Context: an optimization exercise on an open-source flow, tuned for small area, a short achievable clock period and few clock cycles per item. The choices shown serve that exercise and are no tape-out recipe.
Only simulation tests tie the RTL to the original design; equivalence was not proved.

==> inputs of run F <==
==> flow/design.v (excerpt) <==
module sa2_biquad (
    input  wire        clk,
    input  wire        rst,         
    input  wire        cfg_we,
    input  wire [2:0]  cfg_sel,
    input  wire [63:0] cfg_data,
    input  wire        in_valid,
    output reg         in_ready,
    input  wire        in_ch,
    input  wire [63:0] in_x,
    output reg         out_valid,
    output reg         out_ch,
    output wire [63:0] out_y
);
    reg [4:0] ph;
    wire ph0 = ph[0], ph1 = ph[1], ph2 = ph[2], ph3 = ph[3], ph4 = ph[4];
    reg rv0, rv1, rv2, rv3;
    reg rc0, rc1, rc2, rc3;
    reg [63:0] x_q;
    reg        ch_q;
    reg [63:0] cd_q;
    reg [2:0]  cs_q;
    reg        pend;       
    reg        wpend;      
    reg [2:0]  cnt;        
    wire acc_s = in_valid & in_ready;
    wire acc_w = cfg_we & in_ready & ~in_valid;
    wire start = ph0 & pend & ~(rv0 & (rc0 == ch_q));
    wire wapply = wpend & (cnt == 3'd0);
    wire       pend_next  = acc_s | (pend & ~start);
    wire       wpend_next = acc_w | (wpend & ~wapply);
    wire [2:0] cnt_next   = start ? 3'd7 : ((cnt != 3'd0) ? cnt - 3'd1 : 3'd0);
    wire       rv0_next   = ph0 ? start : rv0;
    wire       xbusy_next = rv0_next & (ph0 | ph1 | ph2);
    wire       ready_next = ~pend_next & ~xbusy_next & ~(wpend_next & (cnt_next != 3'd0));
  ...
Settings: LEC_CHECK=0, ABC_CLOCK_PERIOD_IN_PS=5000, CAP_MARGIN=20, CORE_MARGIN=2, CORE_UTILIZATION=40, SETUP_SLACK_MARGIN=0.5, SLEW_MARGIN=20; clock period 25.0 ns.
run.sh (not shown) runs the stock make flow with config.mk's settings and CLKGATE_MAP_FILE= SYNTH_SCRIPT=/design/flow/synth_recipe.tcl, a recipe that flattens the netlist after the stock synthesis.
==> run M: changes against run F <==
--- a/flow/design.v
+++ b/flow/design.v
@@ -3349,47 +3349,37 @@
     wire a_e1 = (ea == 11'h7ff), b_e1 = (eb == 11'h7ff);
     wire a_f0 = (fa == 52'd0), b_f0 = (fb == 52'd0);
     wire a_nan = a_e1 & ~a_f0, b_nan = b_e1 & ~b_f0;
     wire a_inf = a_e1 & a_f0,  b_inf = b_e1 & b_f0;
     wire a_zero = a_e0 & a_f0, b_zero = b_e0 & b_f0;
     wire s0_nan  = a_nan | b_nan | (a_inf & b_zero) | (b_inf & a_zero);
     wire s0_inf  = a_inf | b_inf;
     wire s0_zero = a_zero | b_zero | (a_e0 & b_e0);
-    wire        n_is_a = a_e0;
-    wire [51:0] fn = n_is_a ? fa : fb;
-    wire        n_e0 = n_is_a ? a_e0 : b_e0;
-    wire [51:0] fo = n_is_a ? fb : fa;
-    wire        o_e0 = n_is_a ? b_e0 : a_e0;
-    reg [5:0] lz;
-    integer i;
-    always @(*) begin
-        lz = 6'd52;
-        for (i = 0; i < 52; i = i + 1)
-            if (fn[i]) lz = 6'd51 - i[5:0];
-    end
-    wire [5:0]  nsh = n_e0 ? (lz + 6'd1) : 6'd0;
-    wire [52:0] mn  = {~n_e0, fn} << nsh;
-    wire [52:0] mo  = {~o_e0, fo};
+    wire [5:0]  lza, lzb;
+    wire [52:0] mna, mnb;
+    bq_norm u_na (.f(fa), .e0(a_e0), .lz(lza), .m(mna));
+    bq_norm u_nb (.f(fb), .e0(b_e0), .lz(lzb), .m(mnb));
+    wire [6:0]  nsh = {1'b0, lza} + {1'b0, lzb};
     wire [11:0] ex  = {1'b0, ea | {10'd0, a_e0}} + {1'b0, eb | {10'd0, b_e0}};
     reg [52:0] r1_ma, r1_mb;
     reg [11:0] r1_ex;
-    reg [5:0]  r1_nsh;
+    reg [6:0]  r1_nsh;
     reg        r1_s, r1_nan, r1_inf, r1_zero;
     always @(posedge clk) begin
-        r1_ma <= mn;
-        r1_mb <= mo;
+        r1_ma <= mna;
+        r1_mb <= mnb;
         r1_ex <= ex;
         r1_nsh <= nsh;
         r1_s  <= sa ^ sb;
         r1_nan <= s0_nan; r1_inf <= s0_inf; r1_zero <= s0_zero;
     end
     wire [105:0] t_s, t_c;
     bq_mul_tree u_tree (.a(r1_ma), .b(r1_mb), .s(t_s), .c(t_c));
-    wire [13:0] e1     = {2'b00, r1_ex} - {8'd0, r1_nsh};
+    wire [13:0] e1     = {2'b00, r1_ex} - {7'd0, r1_nsh};
     wire        e_neg  = e1[13];
     wire [13:0] r_raw  = 14'd1023 - e1;
     wire        e_le   = e_neg | (e1[12:0] <= 13'd1023);
     wire [5:0]  r_sh   = (!e_le) ? 6'd0 : ((r_raw > 14'd63) ? 6'd63 : r_raw[5:0]);
     wire [13:0] e_hi   = e1 - 14'd1022;
     wire [13:0] e_lo   = e1 - 14'd1023;
     reg [105:0] r2_s, r2_c;
     reg [13:0]  r2_ehi, r2_elo;
@@ -3436,16 +3426,33 @@
     always @(posedge clk) begin
         y <= r3_nan  ? 64'h7ff8000000000000 :
              r3_inf  ? {r3_s0, 11'h7ff, 52'd0} :
              r3_zero ? {r3_s0, 63'd0} :
              r3_ovf  ? {r3_s0, 11'h7ff, 52'd0} :
                        {r3_s0, pk};
     end
 endmodule
+module bq_norm (
+    input  wire [51:0] f,
+    input  wire        e0,
+    output wire [5:0]  lz,
+    output wire [52:0] m
+);
+    reg [5:0] z;
+    integer i;
+    always @(*) begin
+        z = 6'd52;
+        for (i = 0; i < 52; i = i + 1)
+            if (f[i]) z = 6'd51 - i[5:0];
+    end
+    wire [52:0] sh = {f, 1'b0} << z;
+    assign m  = e0 ? sh : {1'b1, f};
+    assign lz = e0 ? z + 6'd1 : 6'd0;
+endmodule
 module bq_add (
     input  wire        clk,
     input  wire [63:0] a,
     input  wire [63:0] b,
     input  wire        sub,
     output reg  [63:0] y
 );
     wire        sa = a[63], sb = b[63] ^ sub;
@@ -3455,40 +3462,45 @@
     wire a_e1 = (ea == 11'h7ff), b_e1 = (eb == 11'h7ff);
     wire a_nan = a_e1 & (fa != 52'd0), b_nan = b_e1 & (fb != 52'd0);
     wire a_inf = a_e1 & (fa == 52'd0), b_inf = b_e1 & (fb == 52'd0);
     wire [10:0] xa = ea | {10'd0, ~a_n};
     wire [10:0] xb = eb | {10'd0, ~b_n};
     wire [11:0] dab = {1'b0, xa} - {1'b0, xb};
     wire [11:0] dba = {1'b0, xb} - {1'b0, xa};
     wire        a_ge = ~dab[11];
-    wire [11:0] d    = a_ge ? dab : dba;
-    wire [5:0]  dsh  = (d[10:6] != 5'd0) ? 6'd63 : d[5:0];
     wire        eq   = (xa == xb);
     wire        m_lt = {a_n, fa} < {b_n, fb};
-    wire [52:0] m_big = a_ge ? {a_n, fa} : {b_n, fb};
-    wire [52:0] m_sml = a_ge ? {b_n, fb} : {a_n, fa};
-    wire [55:0] m_sm0 = {m_sml, 3'b000};
-    wire [55:0] m_sh  = m_sm0 >> dsh;
-    reg  [55:0] msk;
+    wire [5:0]  dab_s = (dab[11:6] != 6'd0) ? 6'd63 : dab[5:0];
+    wire [5:0]  dba_s = (dba[11:6] != 6'd0) ? 6'd63 : dba[5:0];
+    wire [55:0] ma0 = {a_n, fa, 3'b000};
+    wire [55:0] mb0 = {b_n, fb, 3'b000};
+    wire [55:0] ma_sh = ma0 >> dba_s;
+    wire [55:0] mb_sh = mb0 >> dab_s;
+    reg  [55:0] mska, mskb;
     integer j;
     always @(*) begin
-        for (j = 0; j < 56; j = j + 1)
-            msk[j] = (j < dsh);
+        for (j = 0; j < 56; j = j + 1) begin
+            mska[j] = (j < dba_s);
+            mskb[j] = (j < dab_s);
+        end
     end
-    wire        st0 = |(m_sm0 & msk);
+    wire        sta = |(ma0 & mska);
+    wire        stb = |(mb0 & mskb);
+    wire [52:0] m_big = a_ge ? {a_n, fa} : {b_n, fb};
+    wire [55:0] m_sh  = a_ge ? {mb_sh[55:1], mb_sh[0] | stb} : {ma_sh[55:1], ma_sh[0] | sta};
     wire        eff_sub = sa ^ sb;
     wire        rev = eff_sub & eq & m_lt;
     reg [52:0] r1_mb;
     reg [55:0] r1_ms;
     reg [10:0] r1_e;
     reg        r1_sgn, r1_sub, r1_rev, r1_nan, r1_inf, r1_isgn, r1_zs;
     always @(posedge clk) begin
         r1_mb  <= m_big;
-        r1_ms  <= {m_sh[55:1], m_sh[0] | st0};
+        r1_ms  <= m_sh;
         r1_e   <= a_ge ? xa : xb;
         r1_sgn <= rev ? sb : (a_ge ? sa : sb);
         r1_sub <= eff_sub;
         r1_rev <= rev;
         r1_nan <= a_nan | b_nan | (a_inf & b_inf & (sa != sb));
         r1_inf <= a_inf | b_inf;
         r1_isgn <= a_inf ? sa : sb;
         r1_zs  <= sa & sb;
@@ -3542,62 +3554,57 @@
     input  wire [2:0]  cfg_sel,
     input  wire [63:0] cfg_data,
     input  wire        in_valid,
     output reg         in_ready,
     input  wire        in_ch,
     input  wire [63:0] in_x,
     output reg         out_valid,
     output reg         out_ch,
-    output wire [63:0] out_y
+    output reg  [63:0] out_y
 );
     reg [4:0] ph;
     wire ph0 = ph[0], ph1 = ph[1], ph2 = ph[2], ph3 = ph[3], ph4 = ph[4];
     reg rv0, rv1, rv2, rv3;
     reg rc0, rc1, rc2, rc3;
     reg [63:0] x_q;
     reg        ch_q;
-    reg [63:0] cd_q;
     reg [2:0]  cs_q;
     reg        pend;       
     reg        wpend;      
     reg [2:0]  cnt;        
     wire acc_s = in_valid & in_ready;
     wire acc_w = cfg_we & in_ready & ~in_valid;
     wire start = ph0 & pend & ~(rv0 & (rc0 == ch_q));
-    wire wapply = wpend & (cnt == 3'd0);
     wire       pend_next  = acc_s | (pend & ~start);
-    wire       wpend_next = acc_w | (wpend & ~wapply);
     wire [2:0] cnt_next   = start ? 3'd7 : ((cnt != 3'd0) ? cnt - 3'd1 : 3'd0);
     wire       rv0_next   = ph0 ? start : rv0;
     wire       xbusy_next = rv0_next & (ph0 | ph1 | ph2);
-    wire       ready_next = ~pend_next & ~xbusy_next & ~(wpend_next & (cnt_next != 3'd0));
     reg [63:0] ring0, ring1, ring2, ring3, ring4;
     reg [4:0]  rf;
-    reg [4:0]  wpos;
-    always @(*) begin
-        case (cs_q)
-            3'd0: wpos = 5'b00001;
-            3'd1: wpos = 5'b00010;
-            3'd2: wpos = 5'b10000;
-            3'd3: wpos = 5'b00100;
-            3'd4: wpos = 5'b01000;
-            default: wpos = 5'b00000;
-        endcase
-    end
     wire [4:0] phn = {ph[3:0], ph[4]};
-    reg  [4:0] wslot;
-    integer k, m;
-    always @(*) begin
-        wslot = 5'd0;
-        for (k = 0; k < 5; k = k + 1)
-            for (m = 0; m < 5; m = m + 1)
-                if (wpos[k] & phn[m]) wslot[(k - m + 5) % 5] = 1'b1;
-    end
-    wire [4:0] wsel = {5{wapply}} & wslot;
+    function [5:0] wpos;       
+        input [2:0] sel;
+        case (sel)
+            3'd0: wpos = 6'b000001;
+            3'd1: wpos = 6'b000010;
+            3'd2: wpos = 6'b010000;
+            3'd3: wpos = 6'b000100;
+            3'd4: wpos = 6'b001000;
+            default: wpos = 6'b100000;
+        endcase
+    endfunction
+    wire [5:0] wp      = wpos(cs_q);
+    wire       wapply  = wpend & (cnt == 3'd0) & (wp[5] | (|(wp[4:0] & ph)));
+    wire       wdo     = wapply & ~wp[5];
+    wire       wpend_next = acc_w | (wpend & ~wapply);
+    wire [2:0] cs_next = in_ready ? cfg_sel : cs_q;
+    wire [5:0] wp_next = wpos(cs_next);
+    wire       wapply_next = (cnt_next == 3'd0) & (wp_next[5] | (|(wp_next[4:0] & phn)));
+    wire       ready_next = ~pend_next & ~xbusy_next & ~(wpend_next & ~wapply_next);
     reg [63:0] x1_0, x1_1, x2_0, x2_1, y1_0, y1_1, y2_0, y2_1;
     reg        fx1_0, fx1_1, fx2_0, fx2_1, fy1_0, fy1_1, fy2_0, fy2_1;
     reg s_x, s_x10, s_x11, s_x20, s_x21, s_y10, s_y11, s_y20, s_y21, s_byp;
     reg xen0, xen1, hen, a_h, b_h, a_sub;
     wire [63:0] sum;
     wire [63:0] coef = ring0 & {64{rf[0]}};
     wire [63:0] mdat = ({64{s_x}}   & x_q)  |
                        ({64{s_x10}} & x1_0) | ({64{s_x11}} & x1_1) |
@@ -3606,37 +3613,38 @@
                        ({64{s_y20}} & y2_0) | ({64{s_y21}} & y2_1) |
                        ({64{s_byp}} & sum);
     wire [63:0] prod;
     bq_mul u_mul (.clk(clk), .a(coef), .b(mdat), .y(prod));
     reg [63:0] hold;
     wire [63:0] add_a = a_h ? hold : sum;
     wire [63:0] add_b = b_h ? hold : prod;
     bq_add u_add (.clk(clk), .a(add_a), .b(add_b), .sub(a_sub), .y(sum));
-    assign out_y = sum;
-    wire yen0 = out_valid & ~out_ch, yen1 = out_valid & out_ch;
+    reg res_v, res_ch;
+    wire yen0 = res_v & ~res_ch, yen1 = res_v & res_ch;
     always @(posedge clk) begin
         if (in_ready) begin
-            x_q  <= in_x;
+            x_q  <= in_valid ? in_x : cfg_data;
             ch_q <= in_ch;
-            cd_q <= cfg_data;
             cs_q <= cfg_sel;
         end
-        ring0 <= wsel[0] ? cd_q : ring1;
-        ring1 <= wsel[1] ? cd_q : ring2;
-        ring2 <= wsel[2] ? cd_q : ring3;
-        ring3 <= wsel[3] ? cd_q : ring4;
-        ring4 <= wsel[4] ? cd_q : ring0;
+        ring0 <= ring1;
+        ring1 <= ring2;
+        ring2 <= ring3;
+        ring3 <= ring4;
+        ring4 <= wdo ? x_q : ring0;
         if (hen) hold <= prod;
         if (xen0) begin x2_0 <= x1_0; x1_0 <= x_q; end
         if (xen1) begin x2_1 <= x1_1; x1_1 <= x_q; end
         if (yen0) begin y2_0 <= y1_0; y1_0 <= sum; end
         if (yen1) begin y2_1 <= y1_1; y1_1 <= sum; end
         if (ph0) begin rc0 <= ch_q; rc1 <= rc0; rc2 <= rc1; rc3 <= rc2; end
-        out_ch <= rc3;
+        res_ch <= rc3;
+        out_ch <= res_ch;
+        out_y  <= sum;
         s_x   <= ph4;
         s_x10 <= ph0 & ~ch_q & fx1_0;
         s_x11 <= ph0 &  ch_q & fx1_1;
         s_x20 <= ph3 & ~rc0 & fx2_0;
         s_x21 <= ph3 &  rc0 & fx2_1;
         s_byp <= ph1 & rv3 & (rc3 == rc1);
         s_y10 <= ph1 & ~rc1 & fy1_0 & ~(rv3 & ~rc3);
         s_y11 <= ph1 &  rc1 & fy1_1 & ~(rv3 &  rc3);
@@ -3653,26 +3661,28 @@
             pend     <= 1'b0;
             wpend    <= 1'b0;
             cnt      <= 3'd0;
             in_ready <= 1'b1;
             rf       <= 5'd0;
             rv0 <= 1'b0; rv1 <= 1'b0; rv2 <= 1'b0; rv3 <= 1'b0;
             fx1_0 <= 1'b0; fx1_1 <= 1'b0; fx2_0 <= 1'b0; fx2_1 <= 1'b0;
             fy1_0 <= 1'b0; fy1_1 <= 1'b0; fy2_0 <= 1'b0; fy2_1 <= 1'b0;
+            res_v <= 1'b0;
             out_valid <= 1'b0;
             xen0 <= 1'b0; xen1 <= 1'b0;
         end else begin
             ph       <= phn;
             pend     <= pend_next;
             wpend    <= wpend_next;
             cnt      <= cnt_next;
             in_ready <= ready_next;
-            rf <= {wsel[4] | rf[0], wsel[3] | rf[4], wsel[2] | rf[3], wsel[1] | rf[2], wsel[0] | rf[1]};
+            rf <= {wdo | rf[0], rf[4:1]};
             if (ph0) begin rv0 <= start; rv1 <= rv0; rv2 <= rv1; rv3 <= rv2; end
             if (xen0) begin fx2_0 <= fx1_0; fx1_0 <= 1'b1; end
             if (xen1) begin fx2_1 <= fx1_1; fx1_1 <= 1'b1; end
             if (yen0) begin fy2_0 <= fy1_0; fy1_0 <= 1'b1; end
             if (yen1) begin fy2_1 <= fy1_1; fy1_1 <= 1'b1; end
-            out_valid <= ph1 & rv3;
+            res_v <= ph1 & rv3;
+            out_valid <= res_v;
         end
     end
 endmodule
==> flow/flow/run.sh (new file) <==
#!/bin/bash
set -euo pipefail
MARGIN=${BQ_SETUP_MARGIN:-18}
bash standard.sh synth > synth.log 2>&1
bash standard.sh SETUP_SLACK_MARGIN=$MARGIN SKIP_GATE_CLONING=1 finish > layout.log 2>&1
==> flow/standard.sh (new file) <==
#!/bin/bash
# synth_recipe.tcl (not shown) runs the flow's synth.tcl, then flattens the netlist and writes it again
# the make line also repeats each setting of config.mk as NAME=value (left out here)
make -C /OpenROAD-flow-scripts/flow DESIGN_CONFIG=/design/flow/config.mk WORK_HOME=/design/flow/orfs CLKGATE_MAP_FILE= SYNTH_SCRIPT=/design/flow/synth_recipe.tcl "${@:-finish}"
- SETUP_SLACK_MARGIN: 0.5 -> default
removed: flow/run.sh
==> run Z: changes against run F <==
--- a/flow/design.v
+++ b/flow/design.v
@@ -3542,62 +3542,57 @@
     input  wire [2:0]  cfg_sel,
     input  wire [63:0] cfg_data,
     input  wire        in_valid,
     output reg         in_ready,
     input  wire        in_ch,
     input  wire [63:0] in_x,
     output reg         out_valid,
     output reg         out_ch,
-    output wire [63:0] out_y
+    output reg  [63:0] out_y
 );
     reg [4:0] ph;
     wire ph0 = ph[0], ph1 = ph[1], ph2 = ph[2], ph3 = ph[3], ph4 = ph[4];
     reg rv0, rv1, rv2, rv3;
     reg rc0, rc1, rc2, rc3;
     reg [63:0] x_q;
     reg        ch_q;
-    reg [63:0] cd_q;
     reg [2:0]  cs_q;
     reg        pend;       
     reg        wpend;      
     reg [2:0]  cnt;        
     wire acc_s = in_valid & in_ready;
     wire acc_w = cfg_we & in_ready & ~in_valid;
     wire start = ph0 & pend & ~(rv0 & (rc0 == ch_q));
-    wire wapply = wpend & (cnt == 3'd0);
     wire       pend_next  = acc_s | (pend & ~start);
-    wire       wpend_next = acc_w | (wpend & ~wapply);
     wire [2:0] cnt_next   = start ? 3'd7 : ((cnt != 3'd0) ? cnt - 3'd1 : 3'd0);
     wire       rv0_next   = ph0 ? start : rv0;
     wire       xbusy_next = rv0_next & (ph0 | ph1 | ph2);
-    wire       ready_next = ~pend_next & ~xbusy_next & ~(wpend_next & (cnt_next != 3'd0));
     reg [63:0] ring0, ring1, ring2, ring3, ring4;
     reg [4:0]  rf;
-    reg [4:0]  wpos;
-    always @(*) begin
-        case (cs_q)
-            3'd0: wpos = 5'b00001;
-            3'd1: wpos = 5'b00010;
-            3'd2: wpos = 5'b10000;
-            3'd3: wpos = 5'b00100;
-            3'd4: wpos = 5'b01000;
-            default: wpos = 5'b00000;
-        endcase
-    end
     wire [4:0] phn = {ph[3:0], ph[4]};
-    reg  [4:0] wslot;
-    integer k, m;
-    always @(*) begin
-        wslot = 5'd0;
-        for (k = 0; k < 5; k = k + 1)
-            for (m = 0; m < 5; m = m + 1)
-                if (wpos[k] & phn[m]) wslot[(k - m + 5) % 5] = 1'b1;
-    end
-    wire [4:0] wsel = {5{wapply}} & wslot;
+    function [5:0] wpos;       
+        input [2:0] sel;
+        case (sel)
+            3'd0: wpos = 6'b000001;
+            3'd1: wpos = 6'b000010;
+            3'd2: wpos = 6'b010000;
+            3'd3: wpos = 6'b000100;
+            3'd4: wpos = 6'b001000;
+            default: wpos = 6'b100000;
+        endcase
+    endfunction
+    wire [5:0] wp      = wpos(cs_q);
+    wire       wapply  = wpend & (cnt == 3'd0) & (wp[5] | (|(wp[4:0] & ph)));
+    wire       wdo     = wapply & ~wp[5];
+    wire       wpend_next = acc_w | (wpend & ~wapply);
+    wire [2:0] cs_next = in_ready ? cfg_sel : cs_q;
+    wire [5:0] wp_next = wpos(cs_next);
+    wire       wapply_next = (cnt_next == 3'd0) & (wp_next[5] | (|(wp_next[4:0] & phn)));
+    wire       ready_next = ~pend_next & ~xbusy_next & ~(wpend_next & ~wapply_next);
     reg [63:0] x1_0, x1_1, x2_0, x2_1, y1_0, y1_1, y2_0, y2_1;
     reg        fx1_0, fx1_1, fx2_0, fx2_1, fy1_0, fy1_1, fy2_0, fy2_1;
     reg s_x, s_x10, s_x11, s_x20, s_x21, s_y10, s_y11, s_y20, s_y21, s_byp;
     reg xen0, xen1, hen, a_h, b_h, a_sub;
     wire [63:0] sum;
     wire [63:0] coef = ring0 & {64{rf[0]}};
     wire [63:0] mdat = ({64{s_x}}   & x_q)  |
                        ({64{s_x10}} & x1_0) | ({64{s_x11}} & x1_1) |
@@ -3606,37 +3601,38 @@
                        ({64{s_y20}} & y2_0) | ({64{s_y21}} & y2_1) |
                        ({64{s_byp}} & sum);
     wire [63:0] prod;
     bq_mul u_mul (.clk(clk), .a(coef), .b(mdat), .y(prod));
     reg [63:0] hold;
     wire [63:0] add_a = a_h ? hold : sum;
     wire [63:0] add_b = b_h ? hold : prod;
     bq_add u_add (.clk(clk), .a(add_a), .b(add_b), .sub(a_sub), .y(sum));
-    assign out_y = sum;
-    wire yen0 = out_valid & ~out_ch, yen1 = out_valid & out_ch;
+    reg res_v, res_ch;
+    wire yen0 = res_v & ~res_ch, yen1 = res_v & res_ch;
     always @(posedge clk) begin
         if (in_ready) begin
-            x_q  <= in_x;
+            x_q  <= in_valid ? in_x : cfg_data;
             ch_q <= in_ch;
-            cd_q <= cfg_data;
             cs_q <= cfg_sel;
         end
-        ring0 <= wsel[0] ? cd_q : ring1;
-        ring1 <= wsel[1] ? cd_q : ring2;
-        ring2 <= wsel[2] ? cd_q : ring3;
-        ring3 <= wsel[3] ? cd_q : ring4;
-        ring4 <= wsel[4] ? cd_q : ring0;
+        ring0 <= ring1;
+        ring1 <= ring2;
+        ring2 <= ring3;
+        ring3 <= ring4;
+        ring4 <= wdo ? x_q : ring0;
         if (hen) hold <= prod;
         if (xen0) begin x2_0 <= x1_0; x1_0 <= x_q; end
         if (xen1) begin x2_1 <= x1_1; x1_1 <= x_q; end
         if (yen0) begin y2_0 <= y1_0; y1_0 <= sum; end
         if (yen1) begin y2_1 <= y1_1; y1_1 <= sum; end
         if (ph0) begin rc0 <= ch_q; rc1 <= rc0; rc2 <= rc1; rc3 <= rc2; end
-        out_ch <= rc3;
+        res_ch <= rc3;
+        out_ch <= res_ch;
+        out_y  <= sum;
         s_x   <= ph4;
         s_x10 <= ph0 & ~ch_q & fx1_0;
         s_x11 <= ph0 &  ch_q & fx1_1;
         s_x20 <= ph3 & ~rc0 & fx2_0;
         s_x21 <= ph3 &  rc0 & fx2_1;
         s_byp <= ph1 & rv3 & (rc3 == rc1);
         s_y10 <= ph1 & ~rc1 & fy1_0 & ~(rv3 & ~rc3);
         s_y11 <= ph1 &  rc1 & fy1_1 & ~(rv3 &  rc3);
@@ -3653,26 +3649,28 @@
             pend     <= 1'b0;
             wpend    <= 1'b0;
             cnt      <= 3'd0;
             in_ready <= 1'b1;
             rf       <= 5'd0;
             rv0 <= 1'b0; rv1 <= 1'b0; rv2 <= 1'b0; rv3 <= 1'b0;
             fx1_0 <= 1'b0; fx1_1 <= 1'b0; fx2_0 <= 1'b0; fx2_1 <= 1'b0;
             fy1_0 <= 1'b0; fy1_1 <= 1'b0; fy2_0 <= 1'b0; fy2_1 <= 1'b0;
+            res_v <= 1'b0;
             out_valid <= 1'b0;
             xen0 <= 1'b0; xen1 <= 1'b0;
         end else begin
             ph       <= phn;
             pend     <= pend_next;
             wpend    <= wpend_next;
             cnt      <= cnt_next;
             in_ready <= ready_next;
-            rf <= {wsel[4] | rf[0], wsel[3] | rf[4], wsel[2] | rf[3], wsel[1] | rf[2], wsel[0] | rf[1]};
+            rf <= {wdo | rf[0], rf[4:1]};
             if (ph0) begin rv0 <= start; rv1 <= rv0; rv2 <= rv1; rv3 <= rv2; end
             if (xen0) begin fx2_0 <= fx1_0; fx1_0 <= 1'b1; end
             if (xen1) begin fx2_1 <= fx1_1; fx1_1 <= 1'b1; end
             if (yen0) begin fy2_0 <= fy1_0; fy1_0 <= 1'b1; end
             if (yen1) begin fy2_1 <= fy1_1; fy1_1 <= 1'b1; end
-            out_valid <= ph1 & rv3;
+            res_v <= ph1 & rv3;
+            out_valid <= res_v;
         end
     end
 endmodule
==> flow/flow/run.sh (new file) <==
#!/bin/bash
# Standard layout, with two changes to how it is made: the port buffers are
# buf_4 cells (buffer_ports -buffer_cell) and the timing repair steps (CTS,
# global route) aim for a larger setup slack. The SDC (25 ns clock, I/O
# delays, output load) is the design's, unchanged.
set -euo pipefail
MARGIN=${BQ_SETUP_MARGIN:-18.4}
bash standard.sh synth > synth.log 2>&1
bash standard.sh SETUP_SLACK_MARGIN=$MARGIN SKIP_GATE_CLONING=1 \
    "BUFFER_PORTS_ARGS=-buffer_cell sky130_fd_sc_hd__buf_4" finish > layout.log 2>&1
==> flow/standard.sh (new file) <==
#!/bin/bash
# synth_recipe.tcl (not shown) runs the flow's synth.tcl, then flattens the netlist and writes it again
# the make line also repeats each setting of config.mk as NAME=value (left out here)
make -C /OpenROAD-flow-scripts/flow DESIGN_CONFIG=/design/flow/config.mk WORK_HOME=/design/flow/orfs CLKGATE_MAP_FILE= SYNTH_SCRIPT=/design/flow/synth_recipe.tcl "${@:-finish}"
- CORE_UTILIZATION: 40 -> 30
- SETUP_SLACK_MARGIN: 0.5 -> default
removed: flow/run.sh
==> key figures <==
Outcome
  • Outcome: no timing/DRC/antenna violations

Synthesis
  • #FFs+latches synth: 1859
  • Post-synthesis mux area share: 0.0753
  • Commonest cells in the netlist: a22oi_1 (1551), fa_1 (1291), inv_1 (1272)

Critical path
  • Slowest cell delay on critical path: 0.88 ns

Detailed routing
  • Met3 wire len: 87100 microns
  • First-pass DRT Iterations: 10

Die
  • Die Wd: 629 microns

STA
  • Min Hold Slack: 0.327 ns

Cells and area
  • Finished Core Util: 0.437
The numbers above come from run F.

==> key figures <==
Outcome
  • Outcome: no timing/DRC/antenna violations

Detailed routing
  • Met3 wire len: 103000 microns

Synthesis
  • Commonest cells in the netlist: a22oi_1 (1590), inv_1 (1318), fa_1 (1292)
  • Post-synthesis mux area share: 0.0840
  • #FFs+latches synth: 1862

STA
  • Min Hold Slack: 0.272 ns
  • Least-Margin Pin Slew: 1.34 ns

Critical path
  • Slowest cell delay on critical path: 0.97 ns

Cells and area
  • Finished Core Util: 0.442

Die
  • Die Wd: 638 microns
The numbers above come from run M.

==> key figures <==
Detailed routing
  • Met3 wire len: 102000 microns
  • First-pass DRT Iterations: 13

Outcome
  • Outcome: no timing/DRC/antenna violations

Die
  • Die Wd: 720 microns

Synthesis
  • Post-synthesis mux area share: 0.0641
  • Most area-consuming cells after synthesis: fa_1 (17%), dfxtp_1 (16%), edfxtp_1 (13%)
  • #FFs+latches synth: 1861
  • Post-Synthesis Cells: 16023

Critical path
  • Slowest cell delay on critical path: 1.01 ns

Cells and area
  • Flip-flop and latch count: 1861
  • Finished Core Util: 0.336
  • Clk cell area share: 0.0406
The numbers above come from run Z.

Testbench counts of run F, summed over its fixed seeds: cycles 41,696, items 8,192.
Testbench counts of run M, summed over its fixed seeds: cycles 42,024, items 8,192.
Testbench counts of run Z, summed over its fixed seeds: cycles 42,024, items 8,192.

==> afterwards: timing with drivers on the ports <==
No port has a modelled driver above. Below, the same layouts with a new extraction and two added sets of constraints.
Step 1 assumes that a clkbuf_16 drives the clock port and a buf_2 every other input.
Step 2 also shifts input and output timing later by t, the mid clock arrival at the registers, as if the neighbouring blocks saw the same clock.
a / b / c = ideal / step 1 / step 2; a / b = the first two.
run	t, ns	setup WS [ns]	worst setup path at the end	worst data-port slew with drivers (ns)	cell pins on the clock port's net
run F	1.014	16.068 / 16.068 / 16.068	register to register	0.18	1
run M	1.050	17.820 / 17.820 / 17.820	register to register	0.05	1
run Z	1.101	18.103 / 18.103 / 17.723	input to register	0.15	1
After both steps setup and hold are still met in every run listed. The setup slack of run Z, which loses most, moves by 0.000 ns with the drivers and by -0.380 ns with both steps.
